Background: an optimization exercise with open tools, aiming at small area, a short achievable clock period and few clock cycles per item. Do not read the settings as production practice. Function was checked by simulation only, so behaviour that the tests miss may differ from the original.

==> flow/design.v (excerpt) <==
module ladder4_core (
    input  wire        clk,
    input  wire        rst,         
    input  wire        in_valid,
    output wire        in_ready,
    input  wire [31:0] in_x,
    input  wire [31:0] b0,
    input  wire [31:0] b1,
    input  wire [31:0] a1,
    input  wire [31:0] rg,
    input  wire [31:0] wta,
    input  wire [31:0] wtb,
    input  wire [31:0] wtc,
    input  wire [31:0] wtd,
    input  wire [31:0] wte,
    output reg         out_valid,
    output wire [31:0] out_y
);
Size in the first run: about 7100 cells after synthesis, about 360 I/O pins, roughly 0.052 mm^2 of cells after synthesis.
Settings: LEC_CHECK=0, ABC_AREA=1, CAP_MARGIN=20, CORE_MARGIN=2, CORE_UTILIZATION=40, SLEW_MARGIN=20; clock period 30.0 ns.
standard.sh (not shown) runs the stock make flow with config.mk's settings and CLKGATE_MAP_FILE= SYNTH_SCRIPT=/design/flow/synth_recipe.tcl, a recipe that flattens the netlist after the stock synthesis.
==> flow/flow/run.sh <==
#!/bin/bash
set -euo pipefail
MARGIN=$(cat flow/margin.txt)
bash standard.sh SETUP_SLACK_MARGIN=$MARGIN finish > standard.log 2>&1
==> flow/flow/margin.txt <==
22.5
The first run ran to the end with no violations.
Testbench counts at the start, summed over its fixed seeds: cycles 57,856, items 2,048.
Edit:
==> flow/flow/margin.txt (replaced) <==
22
Result: Maximum frequency went down by a few percent. Die area is unchanged. Worst setup slack is worse by 350 ps. Routed wire length came out lower slightly. Via count decreases slightly. Hold slack hardly moves.


ladder4_core, a different RTL version from the one above (not shown whole).
Size in the first run: roughly 6900 cells after synthesis, about 510 flip-flops, ~50000 um2 of cells after synthesis.
==> flow/config.mk <==
export PLATFORM = sky130hd
export DESIGN_NAME = ladder4_core
export DESIGN_NICKNAME = ladder4_core
export VERILOG_FILES = /design/flow/design.v
export SDC_FILE = /design/flow/constraint.sdc
export NUM_CORES = 4
export LEC_CHECK = 0
export ABC_AREA = 1
export CAP_MARGIN = 20
export CORE_MARGIN = 2
export CORE_UTILIZATION = 50
export CTS_BUF_LIST = sky130_fd_sc_hd__clkbuf_8 sky130_fd_sc_hd__clkbuf_4
export CTS_CLUSTER_SIZE = 30
export SLEW_MARGIN = 20
==> flow/constraint.sdc <==
create_clock -name core_clock -period 30.0 [get_ports {clk}]
set_input_delay 6.0000 -clock core_clock [delete_from_list [all_inputs] [get_ports {clk}]]
set_output_delay 6.0000 -clock core_clock [all_outputs]
set_load 0.01 [all_outputs]
==> flow/flow/run.sh <==
#!/bin/bash
set -euo pipefail
MARGIN=$(cat flow/margin.txt)
bash standard.sh SETUP_SLACK_MARGIN=$MARGIN "BUFFER_PORTS_ARGS=-buffer_cell sky130_fd_sc_hd__buf_1" finish > standard.log 2>&1
==> flow/flow/margin.txt <==
22.5
Testbench counts at the start, summed over its fixed seeds: cycles 57,856, items 2,048.
Then changed:
==> flow/flow/run.sh (replaced) <==
#!/bin/bash
set -euo pipefail
MARGIN=$(cat flow/margin.txt)
bash standard.sh SETUP_SLACK_MARGIN=$MARGIN finish > standard.log 2>&1
- CORE_UTILIZATION: 50 -> 40
Effect: The new run went through all stages and came out clean. Cell count grows by 3.9%. Final area grows by 4.7%. Worst setup slack improves by 0.043 ns. Register-to-register slack degrades by 0.02 ns. Area after synthesis is unchanged. Flip-flop and latch count is unchanged.
Then changed:
==> flow/flow/margin.txt (replaced) <==
22
- CTS_BUF_LIST: sky130_fd_sc_hd__clkbuf_8 sky130_fd_sc_hd__clkbuf_4 -> not set
- CTS_CLUSTER_SIZE: 30 -> not set
Result:
- The changed run finished clean
- final cell count shrinks by 1.9%
- cell area shrinks by 2.9%
- global-route usage shrinks by 0.32 points
- hold slack gets worse by 0.0055 ns
- first-iteration DRC count stays the same
- routed wire length shrinks by 1.8%
Then changed:
==> flow/flow/run.sh (replaced) <==
#!/bin/bash
set -euo pipefail
MARGIN=$(cat flow/margin.txt)
bash standard.sh SETUP_SLACK_MARGIN=$MARGIN "BUFFER_PORTS_ARGS=-buffer_cell sky130_fd_sc_hd__buf_1" finish > standard.log 2>&1
==> flow/flow/margin.txt (replaced) <==
22.5
- CORE_UTILIZATION: 40 -> 45
- CTS_BUF_LIST: not set -> sky130_fd_sc_hd__clkbuf_16 sky130_fd_sc_hd__clkbuf_8
- CTS_CLUSTER_SIZE: not set -> 50
Outcome:
- The changed run ran to the end with no violations
- fmax came out higher by 5.9%
- count of clock-buffer cells in the layout came out lower by 9
- register-to-register slack gains 0.44 ns
- hold slack gains 0.0065 ns
- synthesized cell count is unchanged


ladder4_core again, from the RTL that the note above started with.
==> flow/config.mk <==
export PLATFORM = sky130hd
export DESIGN_NAME = ladder4_core
export DESIGN_NICKNAME = ladder4_core
export VERILOG_FILES = /design/flow/design.v
export SDC_FILE = /design/flow/constraint.sdc
export NUM_CORES = 4
export LEC_CHECK = 0
export ABC_AREA = 1
export CAP_MARGIN = 20
export CORE_MARGIN = 2
export CORE_UTILIZATION = 45
export CTS_BUF_LIST = sky130_fd_sc_hd__clkbuf_8 sky130_fd_sc_hd__clkbuf_4
export CTS_CLUSTER_SIZE = 30
export SLEW_MARGIN = 20
==> flow/constraint.sdc <==
create_clock -name core_clock -period 30.0 [get_ports {clk}]
set_input_delay 6.0000 -clock core_clock [delete_from_list [all_inputs] [get_ports {clk}]]
set_output_delay 6.0000 -clock core_clock [all_outputs]
set_load 0.01 [all_outputs]
==> flow/flow/run.sh <==
#!/bin/bash
set -euo pipefail
MARGIN=$(cat flow/margin.txt)
bash standard.sh SETUP_SLACK_MARGIN=$MARGIN "BUFFER_PORTS_ARGS=-buffer_cell sky130_fd_sc_hd__buf_1" finish > standard.log 2>&1
==> flow/flow/margin.txt <==
22.5
Testbench counts at the start, summed over its fixed seeds: cycles 57,856, items 2,048.
==> next run, changes <==
==> flow/flow/run.sh (replaced) <==
#!/bin/bash
set -euo pipefail
MARGIN=$(cat flow/margin.txt)
bash standard.sh SETUP_SLACK_MARGIN=$MARGIN "BUFFER_PORTS_ARGS=-buffer_cell sky130_fd_sc_hd__buf_2" finish > standard.log 2>&1
- CORE_UTILIZATION: 45 -> 40
- The changed run produced a clean layout
- wire length rises slightly
- die area went up by roughly a tenth
- cell count went up slightly
- via count drops slightly
- count of clock-buffer cells in the layout is lower by 15
- core utilization falls by 5.4 points
- register-to-register slack improved by 50 ps
- hold slack barely changes
- critical path depth is unchanged
- setup slack is worse by 94 ps

-- static timing again, ports no longer ideal --
No port has a modelled driver above. Below, the same layouts with a new extraction and two added sets of constraints. Step 1 sets driving cells, clkbuf_16 on the clock port and buf_2 on the other inputs (assumed; they add their load-dependent delay and slew). Step 2 also shifts input and output timing later by t, the mid clock arrival at the registers, as if the neighbouring blocks saw the same clock. Slacks: no drivers / after step 1 / after step 2; pairs: no drivers / after step 1.
| run | t, ns | setup slack, ns | worst data-port slew with drivers (ns) | cell pins on the clock port's net |
|---|---|---|---|---|
| the first run of note 1 | 0.742 | 22.507 / 22.434 / 21.875 | 0.12 | 1 |
| the second run of note 1 | 0.743 | 22.158 / 22.084 / 21.661 | 0.11 | 1 |
| the first run of note 2 | 0.799 | 22.437 / 22.362 / 21.806 | 0.14 | 1 |
| the second run of note 2 | 0.810 | 22.479 / 22.402 / 21.790 | 0.20 | 1 |
| the third run of note 2 | 0.739 | 22.061 / 21.985 / 21.648 | 0.08 | 1 |
| the fourth run of note 2 | 0.706 | 22.501 / 22.504 / 21.848 | 0.08 | 1 |
| the first run of note 3 | 0.804 | 22.526 / 22.453 / 21.805 | 0.08 | 1 |
| the second run of note 3 | 0.823 | 22.432 / 22.356 / 21.956 | 0.19 | 1 |
After both steps every run listed still meets setup and hold. For the first run of note 3, which loses most, drivers alone change the setup slack by -0.073 ns; drivers and shift together by -0.721 ns.
